This is an optimization exercise on Yosys and OpenROAD, whose aim is small area, a short achievable clock period and few clock cycles, not a production implementation.
RTL that was checked went through simulation tests only; none was proved equivalent to the original.
Power figures rest on the tool's default switching activity, not on a simulated workload.

Setup of trial 49:
==> flow/design.v (excerpt) <==
module tcpu_apply (
    input  wire        clk,
    input  wire        rst,           
    input  wire        start,         
    input  wire [31:0] plen,          
    input  wire [24:0] tlen,          
    output wire        busy,
    output reg         done,          
    output wire [3:0]  result,
    output wire [3:0]  sub,
    output wire [31:0] errinfo,
    output wire [1:0]  pst,
    output reg  [31:0] psc,
    output wire [31:0] applied,
    output wire        src_re,
    output wire [29:0] src_addr,      
    input  wire [31:0] src_rdata,     
    output wire        tgt_we,
    output wire [22:0] tgt_addr,      
    output wire [3:0]  tgt_be,
    output wire [31:0] tgt_wdata
);
Settings: LEC_CHECK=0, CAP_MARGIN=20, CORE_MARGIN=2, CORE_UTILIZATION=60, SETUP_SLACK_MARGIN=3.5, SLEW_MARGIN=20; clock period 8.0 ns.
standard.sh (not shown) runs the stock make flow with config.mk's settings and CLKGATE_MAP_FILE= SYNTH_SCRIPT=/design/flow/synth_recipe.tcl, a recipe that flattens the netlist after the stock synthesis.
==> flow/flow/run.sh <==
#!/bin/bash
# The standard layout (standard.sh: ORFS from synthesis to finish), except that each
# port gets the smallest plain buffer, sky130_fd_sc_hd__buf_1, where buffer_ports would
# otherwise pick the delay cell clkdlybuf4s50_1. Every port is still buffered, and the
# timing repair that follows may resize these buffers as it does any other cell.
set -euo pipefail
export BUFFER_PORTS_ARGS="-buffer_cell sky130_fd_sc_hd__buf_1"
bash standard.sh > standard.log 2>&1
Testbench counts of trial 49, summed over its fixed seeds: cycles 37,175.
Inputs modified between trial 49 and trial 23:
--- a/flow/design.v
+++ b/flow/design.v
@@ -43,16 +43,20 @@
     reg [22:0] wa;            
     reg [1:0]  lstart;        
     reg [15:0] nrem;          
     reg        lastr;         
     reg [7:0]  fill;
     reg [3:0]  tmask;         
     reg [1:0]  rot;           
     reg        rwrap;         
+    reg        we_r;
+    reg [3:0]  be_r;
+    reg [22:0] addr_r;
+    reg [31:0] wdata_r;
     assign busy    = state != S_IDLE;
     assign result  = {1'b0, oc[1], 1'b0, oc[1] & oc[0]};
     assign sub     = {1'b0, subc};
     assign pst     = {oc == OC_CORR, oc == OC_OK};
     assign applied = {2'd0, apc};
     assign errinfo = (oc == OC_CORR) ? psc :
                      (oc == OC_WF)   ? {7'd0, wa, lstart} : {2'd0, apc};
     wire [31:0] hi    = rwrap ? q0 : src_rdata;
@@ -147,20 +151,31 @@
             default: pop = 2'd0;
         endcase
         if (!q0v) pop = 2'd0;
     end
     assign src_re    = !busy || !q0v || (pop != 2'd0);
     assign src_addr  = !busy ? 30'd0 :
                        {(q0v || psc[2]) ? pinc : psc[31:3], ~(q0v ^ psc[2])};
     wire [3:0]  be_c     = (lit_go || rle_go) ? (inrange & tmask) : 4'b0000;
-    assign tgt_addr  = wa;
-    assign tgt_be    = be_c;
-    assign tgt_we    = |be_c;
-    assign tgt_wdata = rle_go ? {4{fill}} : win[31:0];
+    assign tgt_addr  = addr_r;
+    assign tgt_be    = be_r;
+    assign tgt_we    = we_r;
+    assign tgt_wdata = wdata_r;
+    always @(posedge clk) begin
+        if (rst) begin
+            we_r <= 1'b0;
+            be_r <= 4'b0000;
+        end else begin
+            we_r <= |be_c;
+            be_r <= be_c;
+        end
+        addr_r  <= wa;
+        wdata_r <= rle_go ? {4{fill}} : win[31:0];
+    end
     task finish;
         input [1:0] c;
         input [2:0] s;
         begin
             oc    <= c;
             subc  <= s;
             done  <= 1'b1;
             state <= S_IDLE;
## What came out
- [diff] core box area, trial 23 relative to trial 49: regression
- Trial 23 vs. trial 49: starting DRC count in detailed routing went up by about 18%.
- Relative to trial 49, number of clock buffers inserted by TritonCTS has increased by 11 in trial 23.
- Smallest setup slack after layout came out higher on trial 23 than on trial 49.
- Trial 23 improves on trial 49 in post-route minimum period.
- Diff trial 49..trial 23 | synthesized area per cell | negligible
- Lower maximum net fanout on the critical path was reported by trial 49, not trial 23.
Testbench counts of trial 23, summed over its fixed seeds: cycles 37,175.


RTL: one of the versions met above, not the one the previous note started from.
For scale: ~1,900 cells after synthesis, roughly 250 flip-flops, ~290 I/O pins, about 0.016 sq mm of cells after synthesis.
==> flow/config.mk <==
export PLATFORM = sky130hd
export DESIGN_NAME = tcpu_apply
export DESIGN_NICKNAME = tcpu_apply
export VERILOG_FILES = /design/flow/design.v
export SDC_FILE = /design/flow/constraint.sdc
export NUM_CORES = 4
export LEC_CHECK = 0
export CAP_MARGIN = 20
export CORE_MARGIN = 2
export CORE_UTILIZATION = 60
export SETUP_SLACK_MARGIN = 3
export SLEW_MARGIN = 20
==> flow/constraint.sdc <==
create_clock -name core_clock -period 8.0 [get_ports {clk}]
set_input_delay 1.6000 -clock core_clock [delete_from_list [all_inputs] [get_ports {clk}]]
set_output_delay 1.6000 -clock core_clock [all_outputs]
set_load 0.01 [all_outputs]
Scripts as last shown in full above: flow/flow/run.sh
The first run completed with no timing, DRC or antenna violations.
Testbench counts at the start, summed over its fixed seeds: cycles 37,175.
==> next run, changes <==
--- a/flow/design.v
+++ b/flow/design.v
@@ -40,26 +40,22 @@
     reg [31:0] av;            
     reg        q0v;           
     reg [31:0] q0;
     reg [22:0] wa;            
     reg [1:0]  lstart;        
     reg [15:0] nrem;          
     reg        lastr;         
     reg [7:0]  fill;
     reg [3:0]  tmask;         
     reg [1:0]  rot;           
     reg        rwrap;         
-    reg        we_r;
-    reg [3:0]  be_r;
-    reg [22:0] addr_r;
-    reg [31:0] wdata_r;
     assign busy    = state != S_IDLE;
     assign result  = {1'b0, oc[1], 1'b0, oc[1] & oc[0]};
     assign sub     = {1'b0, subc};
     assign pst     = {oc == OC_CORR, oc == OC_OK};
     assign applied = {2'd0, apc};
     assign errinfo = (oc == OC_CORR) ? psc :
                      (oc == OC_WF)   ? {7'd0, wa, lstart} : {2'd0, apc};
     wire [31:0] hi    = rwrap ? q0 : src_rdata;
     wire [63:0] win   = {hi, q0} >> {rot, 3'b000};
     wire [7:0]  b0 = win[7:0], b1 = win[15:8], b2 = win[23:16],
                 b3 = win[31:24], b4 = win[39:32];
@@ -148,37 +144,26 @@
             S_REC:   pop = (psc[1:0] == 2'd3) ? 2'd2 : 2'd1;
             S_RUN:   pop = (psc[1:0] != 2'd0) ? 2'd1 : 2'd0;
             S_LIT:   pop = lpop ? 2'd1 : 2'd0;
             default: pop = 2'd0;
         endcase
         if (!q0v) pop = 2'd0;
     end
     assign src_re    = !busy || !q0v || (pop != 2'd0);
     assign src_addr  = !busy ? 30'd0 :
                        {(q0v || psc[2]) ? pinc : psc[31:3], ~(q0v ^ psc[2])};
     wire [3:0]  be_c     = (lit_go || rle_go) ? (inrange & tmask) : 4'b0000;
-    assign tgt_addr  = addr_r;
-    assign tgt_be    = be_r;
-    assign tgt_we    = we_r;
-    assign tgt_wdata = wdata_r;
-    always @(posedge clk) begin
-        if (rst) begin
-            we_r <= 1'b0;
-            be_r <= 4'b0000;
-        end else begin
-            we_r <= |be_c;
-            be_r <= be_c;
-        end
-        addr_r  <= wa;
-        wdata_r <= rle_go ? {4{fill}} : win[31:0];
-    end
+    assign tgt_addr  = wa;
+    assign tgt_be    = be_c;
+    assign tgt_we    = |be_c;
+    assign tgt_wdata = rle_go ? {4{fill}} : win[31:0];
     task finish;
         input [1:0] c;
         input [2:0] s;
         begin
             oc    <= c;
             subc  <= s;
             done  <= 1'b1;
             state <= S_IDLE;
         end
     endtask
     always @(posedge clk) begin
=>
- The new run produced a clean layout
- clock power falls by 28%
- die area falls by 9.4%
- global-route usage rises by 0.85 points
- area after synthesis falls by 9.6%
- combinational power falls by about 2%
- register-to-register slack degrades by 0.19 ns
- sequential share of layout area falls by 3.5 points
- cell area falls by about 10%
- hold slack degrades by 0.014 ns
- setup slack degrades by 0.10 ns
- wire length falls by 7.6%
- power falls by 15%
Testbench counts after the change, summed over its fixed seeds: cycles 37,175.


The RTL this note starts from:
==> flow/design.v <==
module tcpu_apply (
    input  wire        clk,
    input  wire        rst,           
    input  wire        start,         
    input  wire [31:0] plen,          
    input  wire [24:0] tlen,          
    output wire        busy,
    output reg         done,          
    output wire [3:0]  result,
    output wire [3:0]  sub,
    output wire [31:0] errinfo,
    output wire [1:0]  pst,
    output reg  [31:0] psc,
    output wire [31:0] applied,
    output wire        src_re,
    output wire [29:0] src_addr,      
    input  wire [31:0] src_rdata,     
    output wire        tgt_we,
    output wire [22:0] tgt_addr,      
    output wire [3:0]  tgt_be,
    output wire [31:0] tgt_wdata
);
    localparam [39:0] PATCH_MAGIC = 40'h5041544348;  
    localparam [23:0] EOF_MARK    = 24'h454F46;      
    localparam [2:0] S_IDLE  = 3'd0,
                     S_HDR   = 3'd1,    
                     S_REC   = 3'd2,    
                     S_RUN   = 3'd3,    
                     S_LIT   = 3'd4,    
                     S_RLE   = 3'd5,    
                     S_SKIP  = 3'd6;    
    localparam [1:0] OC_NONE = 2'd0,    
                     OC_OK   = 2'd1,    
                     OC_CORR = 2'd2,    
                     OC_WF   = 2'd3;    
    reg [2:0]  state;
    reg [1:0]  oc;
    reg [2:0]  subc;
    reg [29:0] apc;           
    reg [31:0] av;            
    reg        avz17;         
    reg        avz3;          
    reg        q0v;           
    reg [31:0] q0;
    reg [22:0] wa;            
    reg [1:0]  lstart;        
    reg [15:0] nrem;          
    reg        lastr;         
    reg [7:0]  fill;
    reg [3:0]  tmask;         
    reg [1:0]  rot;           
    reg        rwrap;         
    reg        we_r;
    reg [3:0]  be_r;
    reg [22:0] addr_r;
    reg [31:0] wdata_r;
    assign busy    = state != S_IDLE;
    assign result  = {1'b0, oc[1], 1'b0, oc[1] & oc[0]};
    assign sub     = {1'b0, subc};
    assign pst     = {oc == OC_CORR, oc == OC_OK};
    assign applied = {2'd0, apc};
    assign errinfo = (oc == OC_CORR) ? psc :
                     (oc == OC_WF)   ? {7'd0, wa, lstart} : {2'd0, apc};
    wire [31:0] hi    = rwrap ? q0 : src_rdata;
    wire [63:0] win   = {hi, q0} >> {rot, 3'b000};
    wire [7:0]  b0 = win[7:0], b1 = win[15:8], b2 = win[23:16],
                b3 = win[31:24], b4 = win[39:32];
    wire [23:0] f_off  = {b0, b1, b2};
    wire [7:0]  q0b0 = q0[7:0],   q0b1 = q0[15:8],  q0b2 = q0[23:16], q0b3 = q0[31:24];
    wire [7:0]  rdb0 = src_rdata[7:0],   rdb1 = src_rdata[15:8],
                rdb2 = src_rdata[23:16], rdb3 = src_rdata[31:24];
    reg         is_eof, size0;
    always @(*) begin
        case (rot)
            2'd0: begin
                is_eof = {q0b0, q0b1, q0b2} == EOF_MARK;
                size0  = q0b3 == 8'd0 && rdb0 == 8'd0;
            end
            2'd1: begin
                is_eof = {q0b1, q0b2, q0b3} == EOF_MARK;
                size0  = rdb0 == 8'd0 && rdb1 == 8'd0;
            end
            2'd2: begin
                is_eof = {q0b2, q0b3, rdb0} == EOF_MARK;
                size0  = rdb1 == 8'd0 && rdb2 == 8'd0;
            end
            default: begin
                is_eof = {q0b3, rdb0, rdb1} == EOF_MARK;
                size0  = rdb2 == 8'd0 && rdb3 == 8'd0;
            end
        endcase
    end
    wire        is_magic = {q0b0, q0b1, q0b2, q0b3, rdb0} == PATCH_MAGIC;
    wire [15:0] f_size = {b3, b4};
    wire [15:0] f_run  = {b0, b1};
    wire        av_hi0  = avz17;
    wire        av_hi2  = avz3;
    wire        av0     = av_hi2 && ~|av[2:0];
    wire        av_lt3  = av_hi2 && !av[2] && !(av[1] && av[0]);
    wire        av_lt5  = av_hi2 && !(av[2] && (av[1] || av[0]));
    wire        c6r     = av_hi0 && !av[16] && (av[15:0] < nrem);
    wire        skip   = state == S_SKIP;
    wire [3:0]  lane_ge = 4'b1111 << lstart;
    reg  [3:0]  lane_lt;      
    always @(*) begin
        case ({!lastr || nrem[2], nrem[1:0]})
            3'b000: lane_lt = 4'b0000;
            3'b001: lane_lt = 4'b0001 << lstart;
            3'b010: lane_lt = 4'b0011 << lstart;
            3'b011: lane_lt = 4'b0111 << lstart;
            default: lane_lt = 4'b1111;
        endcase
    end
    wire [3:0]  inrange = lane_ge & lane_lt;
    wire [3:0]  badl    = inrange & ~tmask;
    wire        wfail   = |badl;
    wire [1:0]  fail_lane = badl[0] ? 2'd0 : badl[1] ? 2'd1 : badl[2] ? 2'd2 : 2'd3;
    wire [2:0]  room  = skip ? 3'd4 : 3'd4 - {1'b0, lstart};
    wire        last  = lastr;
    wire [2:0]  k     = last ? nrem[2:0] : room;
    wire [3:0]  room4 = {1'b0, room} + 4'd4;
    wire        last_nx = (nrem[15:4] == 12'd0) && (nrem[3:0] <= room4);
    wire [2:0]  lend  = {1'b0, psc[1:0]} + nrem[2:0];
    wire        lpop  = lastr ? lend[2] : !rwrap;
    wire        lit_go = (state == S_LIT) && q0v && !c6r;
    wire        rle_go = (state == S_RLE);
    wire [22:0] wa_nx  = (state == S_REC) ? {1'b0, f_off[23:2]} : wa + 23'd1;
    wire [22:0] tw     = tlen[24:2];
    reg  [3:0]  tmask_nx;
    always @(*) begin
        if (wa_nx < tw)
            tmask_nx = 4'b1111;
        else if (wa_nx == tw)
            tmask_nx = (4'b0001 << tlen[1:0]) - 4'd1;
        else
            tmask_nx = 4'b0000;
    end
    reg [2:0] inc;
    always @(*) begin
        inc = 3'd0;
        case (state)
            S_HDR:  if (q0v && !av_lt5) inc = 3'd5;
            S_REC:  if (q0v && !av_lt3) inc = av_lt5 ? 3'd3 : 3'd5;
            S_RUN:  if (q0v && !av_lt3) inc = 3'd3;
            S_LIT:  if (q0v && !c6r) inc = k;
            S_SKIP: inc = k;
            default: inc = 3'd0;
        endcase
    end
    wire [1:0]  p5     = psc[1:0] + 2'd1;      
    wire [28:0] pinc   = psc[31:3] + 29'd1;
    wire [3:0]  plo    = {1'b0, psc[2:0]} + {1'b0, inc};
    wire [3:0]  p3lo   = {1'b0, psc[2:0]} + 4'd3;
    wire        eofx   = (state == S_REC) && q0v && !av_lt3 && is_eof;
    wire [3:0]  pnlo   = eofx ? p3lo : plo;
    wire [31:0] psc_nx = {pnlo[3] ? pinc : psc[31:3], pnlo[2:0]};
    wire [28:0] adec   = av[31:3] - 29'd1;
    reg [2:0] ainc;
    always @(*) begin
        ainc = 3'd0;
        case (state)
            S_HDR:  if (q0v) ainc = 3'd5;
            S_REC:  if (q0v) ainc = 3'd5;
            S_RUN:  if (q0v) ainc = 3'd3;
            S_LIT:  if (q0v) ainc = k;
            S_SKIP: ainc = k;
            default: ainc = 3'd0;
        endcase
    end
    wire [3:0]  alo    = {1'b0, av[2:0]} - {1'b0, ainc};
    wire [31:0] av_nx  = {alo[3] ? adec : av[31:3], alo[2:0]};
    wire [31:0] av_d   = (state == S_IDLE) ? plen : av_nx;
    reg [1:0] pop;
    always @(*) begin
        case (state)
            S_HDR:   pop = 2'd1;
            S_REC:   pop = (psc[1:0] == 2'd3) ? 2'd2 : 2'd1;
            S_RUN:   pop = (psc[1:0] != 2'd0) ? 2'd1 : 2'd0;
            S_LIT:   pop = lpop ? 2'd1 : 2'd0;
            default: pop = 2'd0;
        endcase
        if (!q0v) pop = 2'd0;
    end
    assign src_re    = !busy || !q0v || (pop != 2'd0);
    assign src_addr  = !busy ? 30'd0 :
                       {(q0v || psc[2]) ? pinc : psc[31:3], ~(q0v ^ psc[2])};
    wire [3:0]  be_c     = (lit_go || rle_go) ? (inrange & tmask) : 4'b0000;
    assign tgt_addr  = addr_r;
    assign tgt_be    = be_r;
    assign tgt_we    = we_r;
    assign tgt_wdata = wdata_r;
    always @(posedge clk) begin
        if (rst) begin
            we_r <= 1'b0;
            be_r <= 4'b0000;
        end else begin
            we_r <= |be_c;
            be_r <= be_c;
        end
        addr_r  <= wa;
        wdata_r <= rle_go ? {4{fill}} : win[31:0];
    end
    task finish;
        input [1:0] c;
        input [2:0] s;
        begin
            oc    <= c;
            subc  <= s;
            done  <= 1'b1;
            state <= S_IDLE;
        end
    endtask
    always @(posedge clk) begin
        if (rst) begin
            state <= S_IDLE;
            done  <= 1'b0;
            oc    <= OC_NONE;
            subc  <= 3'd0;
            psc   <= 32'd0;
            apc   <= 30'd0;
            q0v   <= 1'b0;
        end else begin
            done <= 1'b0;
            psc  <= psc_nx;
            av    <= av_d;
            avz17 <= ~|av_d[31:17];
            avz3  <= ~|av_d[31:3];
            if (!(state == S_LIT && !q0v)) begin
                rot   <= plo[1:0];
                rwrap <= 1'b0;
            end
            if (busy) begin
                if (!q0v) begin
                    q0  <= src_rdata;
                    q0v <= 1'b1;
                end else if (pop == 2'd1) begin
                    q0  <= src_rdata;
                end else if (pop == 2'd2) begin
                    q0v <= 1'b0;
                end
            end
            case (state)
            S_IDLE: begin
                if (start) begin
                    psc    <= 32'd0;
                    q0v    <= 1'b0;
                    lstart <= 2'd0;
                    rot    <= 2'd0;
                    rwrap  <= 1'b0;
                    state  <= S_HDR;
                end
            end
            S_HDR: begin
                apc <= 30'd0;          
                if (q0v) begin
                    if (av_lt5)
                        finish(OC_CORR, 3'd1);
                    else if (!is_magic)
                        finish(OC_CORR, 3'd2);
                    else
                        state <= S_REC;
                end
            end
            S_REC: if (q0v) begin
                wa     <= wa_nx;
                tmask  <= tmask_nx;
                lstart <= f_off[1:0];
                nrem   <= f_size;
                lastr  <= {14'd0, f_size} <= 16'd4 - {14'd0, f_off[1:0]};
                if (av0)
                    finish(OC_OK, 3'd1);
                else if (av_lt3)
                    finish(OC_CORR, 3'd3);
                else if (is_eof)
                    finish(OC_OK, 3'd0);
                else if (av_lt5)
                    finish(OC_CORR, 3'd4);
                else if (size0)
                    state <= S_RUN;
                else
                    state <= S_LIT;    
                if (!size0) begin
                    rot   <= p5 - f_off[1:0];
                    rwrap <= p5 < f_off[1:0];
                end
            end
            S_RUN: if (q0v) begin
                nrem <= f_run;
                lastr <= {14'd0, f_run} <= 16'd4 - {14'd0, lstart};
                fill <= b2;
                if (av_lt3)
                    finish(OC_CORR, 3'd5);
                else
                    state <= S_RLE;
            end
            S_LIT, S_RLE: if (state == S_LIT && c6r) begin
                finish(OC_CORR, 3'd6);
            end else if (state == S_RLE || q0v) begin
                nrem  <= nrem - {13'd0, k};
                lastr <= last_nx;
                if (wfail) begin
                    lstart <= fail_lane;
                    state  <= S_SKIP;
                    if (!(state == S_LIT && !last)) begin
                        nrem  <= 16'd0;
                        lastr <= 1'b1;
                    end
                end else begin
                    wa     <= wa_nx;
                    tmask  <= tmask_nx;
                    lstart <= 2'd0;
                    if (last) begin
                        apc   <= apc + 30'd1;
                        state <= S_REC;
                    end
                end
            end
            S_SKIP: begin
                nrem  <= nrem - {13'd0, k};
                lastr <= last_nx;
                if (last)
                    finish(OC_WF, 3'd0);
            end
            default: state <= S_IDLE;
            endcase
        end
    end
endmodule
==> flow/config.mk <==
export PLATFORM = sky130hd
export DESIGN_NAME = tcpu_apply
export DESIGN_NICKNAME = tcpu_apply
export VERILOG_FILES = /design/flow/design.v
export SDC_FILE = /design/flow/constraint.sdc
export NUM_CORES = 4
export LEC_CHECK = 0
export CAP_MARGIN = 20
export CORE_MARGIN = 2
export CORE_UTILIZATION = 60
export SETUP_SLACK_MARGIN = 3.5
export SLEW_MARGIN = 20
==> flow/constraint.sdc <==
create_clock -name core_clock -period 8.0 [get_ports {clk}]
set_input_delay 1.6000 -clock core_clock [delete_from_list [all_inputs] [get_ports {clk}]]
set_output_delay 1.6000 -clock core_clock [all_outputs]
set_load 0.01 [all_outputs]
Scripts as last shown in full above: flow/flow/run.sh
Rerun with:
--- a/flow/design.v
+++ b/flow/design.v
@@ -49,12 +49,8 @@
     reg [7:0]  fill;
     reg [3:0]  tmask;         
     reg [1:0]  rot;           
     reg        rwrap;         
-    reg        we_r;
-    reg [3:0]  be_r;
-    reg [22:0] addr_r;
-    reg [31:0] wdata_r;
     assign busy    = state != S_IDLE;
     assign result  = {1'b0, oc[1], 1'b0, oc[1] & oc[0]};
     assign sub     = {1'b0, subc};
     assign pst     = {oc == OC_CORR, oc == OC_OK};
@@ -65,33 +61,8 @@
     wire [63:0] win   = {hi, q0} >> {rot, 3'b000};
     wire [7:0]  b0 = win[7:0], b1 = win[15:8], b2 = win[23:16],
                 b3 = win[31:24], b4 = win[39:32];
     wire [23:0] f_off  = {b0, b1, b2};
-    wire [7:0]  q0b0 = q0[7:0],   q0b1 = q0[15:8],  q0b2 = q0[23:16], q0b3 = q0[31:24];
-    wire [7:0]  rdb0 = src_rdata[7:0],   rdb1 = src_rdata[15:8],
-                rdb2 = src_rdata[23:16], rdb3 = src_rdata[31:24];
-    reg         is_eof, size0;
-    always @(*) begin
-        case (rot)
-            2'd0: begin
-                is_eof = {q0b0, q0b1, q0b2} == EOF_MARK;
-                size0  = q0b3 == 8'd0 && rdb0 == 8'd0;
-            end
-            2'd1: begin
-                is_eof = {q0b1, q0b2, q0b3} == EOF_MARK;
-                size0  = rdb0 == 8'd0 && rdb1 == 8'd0;
-            end
-            2'd2: begin
-                is_eof = {q0b2, q0b3, rdb0} == EOF_MARK;
-                size0  = rdb1 == 8'd0 && rdb2 == 8'd0;
-            end
-            default: begin
-                is_eof = {q0b3, rdb0, rdb1} == EOF_MARK;
-                size0  = rdb2 == 8'd0 && rdb3 == 8'd0;
-            end
-        endcase
-    end
-    wire        is_magic = {q0b0, q0b1, q0b2, q0b3, rdb0} == PATCH_MAGIC;
     wire [15:0] f_size = {b3, b4};
     wire [15:0] f_run  = {b0, b1};
     wire        av_hi0  = avz17;
     wire        av_hi2  = avz3;
@@ -150,9 +121,9 @@
     wire [1:0]  p5     = psc[1:0] + 2'd1;      
     wire [28:0] pinc   = psc[31:3] + 29'd1;
     wire [3:0]  plo    = {1'b0, psc[2:0]} + {1'b0, inc};
     wire [3:0]  p3lo   = {1'b0, psc[2:0]} + 4'd3;
-    wire        eofx   = (state == S_REC) && q0v && !av_lt3 && is_eof;
+    wire        eofx   = (state == S_REC) && q0v && !av_lt3 && (f_off == EOF_MARK);
     wire [3:0]  pnlo   = eofx ? p3lo : plo;
     wire [31:0] psc_nx = {pnlo[3] ? pinc : psc[31:3], pnlo[2:0]};
     wire [28:0] adec   = av[31:3] - 29'd1;
     reg [2:0] ainc;
@@ -184,23 +155,12 @@
     assign src_re    = !busy || !q0v || (pop != 2'd0);
     assign src_addr  = !busy ? 30'd0 :
                        {(q0v || psc[2]) ? pinc : psc[31:3], ~(q0v ^ psc[2])};
     wire [3:0]  be_c     = (lit_go || rle_go) ? (inrange & tmask) : 4'b0000;
-    assign tgt_addr  = addr_r;
-    assign tgt_be    = be_r;
-    assign tgt_we    = we_r;
-    assign tgt_wdata = wdata_r;
-    always @(posedge clk) begin
-        if (rst) begin
-            we_r <= 1'b0;
-            be_r <= 4'b0000;
-        end else begin
-            we_r <= |be_c;
-            be_r <= be_c;
-        end
-        addr_r  <= wa;
-        wdata_r <= rle_go ? {4{fill}} : win[31:0];
-    end
+    assign tgt_addr  = wa;
+    assign tgt_be    = be_c;
+    assign tgt_we    = |be_c;
+    assign tgt_wdata = rle_go ? {4{fill}} : win[31:0];
     task finish;
         input [1:0] c;
         input [2:0] s;
         begin
@@ -254,9 +214,9 @@
                 apc <= 30'd0;          
                 if (q0v) begin
                     if (av_lt5)
                         finish(OC_CORR, 3'd1);
-                    else if (!is_magic)
+                    else if ({b0, b1, b2, b3, b4} != PATCH_MAGIC)
                         finish(OC_CORR, 3'd2);
                     else
                         state <= S_REC;
                 end
@@ -270,17 +230,17 @@
                 if (av0)
                     finish(OC_OK, 3'd1);
                 else if (av_lt3)
                     finish(OC_CORR, 3'd3);
-                else if (is_eof)
+                else if (f_off == EOF_MARK)
                     finish(OC_OK, 3'd0);
                 else if (av_lt5)
                     finish(OC_CORR, 3'd4);
-                else if (size0)
+                else if (f_size == 16'd0)
                     state <= S_RUN;
                 else
                     state <= S_LIT;    
-                if (!size0) begin
+                if (f_size != 16'd0) begin
                     rot   <= p5 - f_off[1:0];
                     rwrap <= p5 < f_off[1:0];
                 end
             end
Synthesized area shrinks by about 7%.
Via count came out lower by 6.5%.
Synthesized cell count shrinks by about 6%.
Cell count drops by 7.0%.
Wire length shrinks by about 10%.
Worst setup slack gets better by 0.053 ns.
Die area falls by 7.0%.
Sequential share of layout area falls by 4.1 points.
Design area shrinks by 7.7%.
Clock-buffer cell count shrinks by 18.
Sequential power is lower by 23%.
No run of this note included a check of the RTL's function; only the layout flow was run.

==> static timing again, ports no longer ideal <==
Ports are ideal in the flow. The routed layouts listed here were re-timed in OpenROAD.
Step 1 sets driving cells, clkbuf_16 on the clock port and buf_2 on the other inputs (assumed; they add their load-dependent delay and slew).
Step 2, shift: input delay + t, output delay - t, t = (earliest + latest rising clock arrival at the registers) / 2. This alone moves slack from input paths to output paths.
Slacks: ideal / step 1 / step 2; pairs: ideal / step 1.
| run | shift t [ns] | setup slack, ns | cell pins on the clock port's net |
|---|---|---|---|
| trial 49 | 0.497 | 3.481 / 3.430 / 3.124 | 1 |
| trial 23 | 0.605 | 3.586 / 3.532 / 3.081 | 1 |
| the first run of note 2 | 0.609 | 3.233 / 3.180 / 2.770 | 1 |
| the second run of note 2 | 0.495 | 3.133 / 3.112 / 2.962 | 1 |
| the first run of note 3 | 0.614 | 3.450 / 3.400 / 3.080 | 1 |
| the second run of note 3 | 0.496 | 3.503 / 3.480 / 3.150 | 1 |
After both steps setup and hold are still met in every run listed. For trial 23, which loses most, drivers alone change the setup slack by -0.054 ns; drivers and shift together by -0.505 ns.
